Source: an optimization exercise on an open RTL-to-GDS flow (aim: small area, a short achievable clock period and few clock cycles). Production flows keep margins and buffers that such runs may drop.
Where RTL was checked, it was by simulation tests only, not by an equivalence proof against the original.
Power is estimated from default activity; no workload was simulated.

==> trial 89 <==
// str_loop
module str_loop (
    input  wire               clk,
    input  wire               rst,
    input  wire               cmd_valid,
    input  wire [1:0]         cmd_op,       
    output reg                busy,
    input  wire [7:0]         nsps,
    input  wire [1:0]         ted_sel,
    input  wire               idx_sel,
    input  wire signed [23:0] k1,
    input  wire signed [23:0] k2,
    input  wire [15:0]        nrx,
    input  wire [15:0]        nmf,
    input  wire [15:0]        out_cap,
    output reg                mf_rd_en,
    output reg  [15:0]        mf_addr,
    input  wire [31:0]        mf_rdata,
    output reg                out_valid,
    output wire [31:0]        out_sym,
    output wire signed [33:0] out_err,
    output wire signed [9:0]  out_tau,
    output reg                init_ok,
    output reg                stop,
    output reg  [1:0]         stop_cause,
    output reg                err_flag,
    output reg  [2:0]         err_code,
    output reg  signed [41:0] p2,
    output reg  signed [9:0]  tau,
    output reg  [15:0]        nout,
    output reg  [15:0]        clamp_tot,
    output reg  [15:0]        clamp_con
);
export LEC_CHECK = 0
export CAP_MARGIN = 20
export CORE_MARGIN = 2
export CORE_UTILIZATION = 40
export SETUP_SLACK_MARGIN = 5
export SLEW_MARGIN = 20
create_clock -name core_clock -period 13.0 [get_ports {clk}]
run.sh (not shown) runs the stock make flow with config.mk's settings and CLKGATE_MAP_FILE= SYNTH_SCRIPT=/design/flow/synth_recipe.tcl, a recipe that flattens the netlist after the stock synthesis.
==> trial 40 (differences from trial 89) <==
--- a/flow/design.v
+++ b/flow/design.v
@@ -76,24 +76,30 @@
     endfunction
     wire signed [18:0] zc_a = sgn_mul(s_i, e_i) - sgn_mul(e_i, s_i);
     wire signed [18:0] zc_b = sgn_mul(s_q, e_q) - sgn_mul(e_q, s_q);
     wire signed [33:0] zc   = -(zc_a + zc_b);
     wire signed [16:0] mul_a  = v1 ? d_i : (zc_mode ? 17'sd0 : d_q);
     wire signed [15:0] mul_b  = v1 ? m_i : m_q;
     wire signed [33:0] mac_ad = v1 ? 34'sd0 : acc;
-    wire signed [33:0] mac    = mac_ad + mul_a * mul_b;
+    wire signed [33:0] mac;
+    booth_mac #(.NA(17), .NB(16), .W(34)) u_emac (
+        .a(mul_a), .b(mul_b), .c(mac_ad), .y(mac));
     wire signed [47:0] k_ad   = v3 ? 48'sd0 : {{14{pl[46]}}, pl[46:13]};
-    wire signed [47:0] kmac   = k_ad + err_r * k_op;
+    wire signed [47:0] kmac;
+    booth_mac #(.NA(34), .NB(14), .W(48)) u_kmac (
+        .a(err_r), .b(k_op), .c(k_ad), .y(kmac));
     wire               k_ovf  = !((&kmac[47:31]) || !(|kmac[47:31]));
     localparam signed [45:0] ONE     = 46'sd1 << 40;
     localparam signed [45:0] MIN_ONE = -(46'sd1 << 40);
     wire signed [45:0] t_sum = p2 + prod;
     wire               t_hi  = prod_ovf ? !prod_neg : (t_sum > ONE);
     wire               t_lo  = prod_ovf ?  prod_neg : (t_sum < MIN_ONE);
-    wire signed [50:0] tau_prod = p2 * $signed({1'b0, cfg_n});
+    wire signed [50:0] tau_prod;
+    booth_mac #(.NA(42), .NB(10), .W(51)) u_tmul (
+        .a(p2), .b({2'b00, cfg_n}), .c(51'd0), .y(tau_prod));
     wire signed [9:0]  tfl      = tau_prod[49:40];
     wire               t_up     = tau_prod[39] && ((|tau_prod[38:0]) || tfl[0]);
     wire signed [9:0]  tau_new  = tfl + $signed({9'd0, t_up});
     wire               mispred  = v6 && (tau_new != tau);
     wire               restart  = mp_r && run_mode;
     wire signed [17:0] n18       = $signed({10'd0, cfg_n});
     wire               c_short   = ({1'b0, nrx} < {cfg_n, 1'b0});
@@ -318,7 +324,69 @@
             cfg_n   <= nsps;
             cfg_ted <= ted_sel;
             cfg_idx <= idx_sel;
             cfg_k   <= k1 + k2;
         end
     end
 endmodule
+module booth_mac #(
+    parameter NA = 16,
+    parameter NB = 16,       
+    parameter W  = 32
+) (
+    input  wire signed [NA-1:0] a,
+    input  wire signed [NB-1:0] b,
+    input  wire        [W-1:0]  c,
+    output wire        [W-1:0]  y
+);
+    localparam R = NB / 2;
+    function [W-1:0] k_const;
+        input integer dummy;
+        integer i;
+        reg [W-1:0] k;
+        begin
+            k = {W{1'b0}};
+            for (i = 0; i < R; i = i + 1)
+                if (NA + 2 * i < W)
+                    k = k - ({{(W-1){1'b0}}, 1'b1} << (NA + 2 * i));
+            k_const = k;
+        end
+    endfunction
+    localparam [W-1:0] KC = k_const(0);
+    wire [NB:0]   bx = {b, 1'b0};
+    wire [W-1:0]  rows [0:R];
+    wire [R-1:0]  neg;
+    genvar i;
+    generate
+        for (i = 0; i < R; i = i + 1) begin : g_row
+            wire b0 = bx[2*i];
+            wire b1 = bx[2*i+1];
+            wire b2 = bx[2*i+2];
+            wire one = b1 ^ b0;
+            wire two = (b2 & ~b1 & ~b0) | (~b2 & b1 & b0);
+            assign neg[i] = b2;
+            wire [NA:0] mag = ({(NA+1){one}} & {a[NA-1], a}) |
+                              ({(NA+1){two}} & {a, 1'b0});
+            wire [NA:0] x   = mag ^ {(NA+1){b2}};
+            wire [NA:0] xu  = {~x[NA], x[NA-1:0]};
+            wire [W+NA+2*R:0] sh = {{(W+2*R){1'b0}}, xu} << (2 * i);
+            if (i == 0) begin : g_first
+                assign rows[i] = sh[W-1:0];
+            end else begin : g_next
+                wire [W+2*R:0] nb = {{(W+2*R){1'b0}}, neg[i-1]} << (2 * i - 2);
+                assign rows[i] = sh[W-1:0] | nb[W-1:0];
+            end
+        end
+        if (1) begin : g_last
+            wire [W+2*R:0] nb = {{(W+2*R){1'b0}}, neg[R-1]} << (2 * R - 2);
+            assign rows[R] = nb[W-1:0];
+        end
+    endgenerate
+    reg [W-1:0] sum;
+    integer j;
+    always @(*) begin
+        sum = c + KC;
+        for (j = 0; j <= R; j = j + 1)
+            sum = sum + rows[j];
+    end
+    assign y = sum;
+endmodule
==> notes.md <==
| item | trial 40 | trial 89 |
|---|---|---|
| Final min period | 8800 ps | 8520 ps |
| Non-clock buffering overhead | 0.0844 | 0.0668 |
| Cell count after placement | 11600 | 10800 |
| Share of total power consumed by net switching | 0.426 | 0.416 |
| Post-place setup slack | 2750 ps | 3740 ps |
| Critical Path Max Stage Delay | 590 ps | 580 ps |
| Run status | timing/DRC/antenna clean | timing/DRC/antenna clean |
| Final critical-path setup slack | 4200 ps | 4480 ps |
| Net count, final | 10500 | 10300 |
| Detail Placement HPWL | 196000 µm | 175000 µm |
| Required time of the worst setup path | 13640 ps | 13610 ps |
| Initial detailed-routing violation count | 7781 | 3778 |
| Final estimated routing congestion in global placement | 0.941 | 0.926 |
| Area growth, synth to finish | 16.7% | 16.3% |
Testbench counts of trial 89, summed over its fixed seeds: cycles 15,886.
Function not checked in trial 40: the RTL went through the layout flow alone.

==> port drivers added, routing unchanged <==
The results above use ideal ports. As a check the final layouts listed here were re-extracted and re-timed, cells and wires unchanged.
Step 1: set_driving_cell puts a clkbuf_16 on clk and a buf_2 on each other input, an assumption about the parent block.
Step 2 also shifts input and output timing later by t, the mid clock arrival at the registers, as if the neighbouring blocks saw the same clock.
Three values: ideal ports, drivers, drivers and shift; two values: the first two.
run	t (ns)	setup slack, ns	worst setup path at the end	clock arrival spread, ns	pins driven straight from the clock port
trial 89	0.809	4.476 / 4.476 / 4.476	register to register	0.065 / 0.065	1
trial 40	0.818	4.199 / 4.199 / 4.199	register to register	0.070 / 0.070	1
After both steps setup and hold are still met in every run listed.
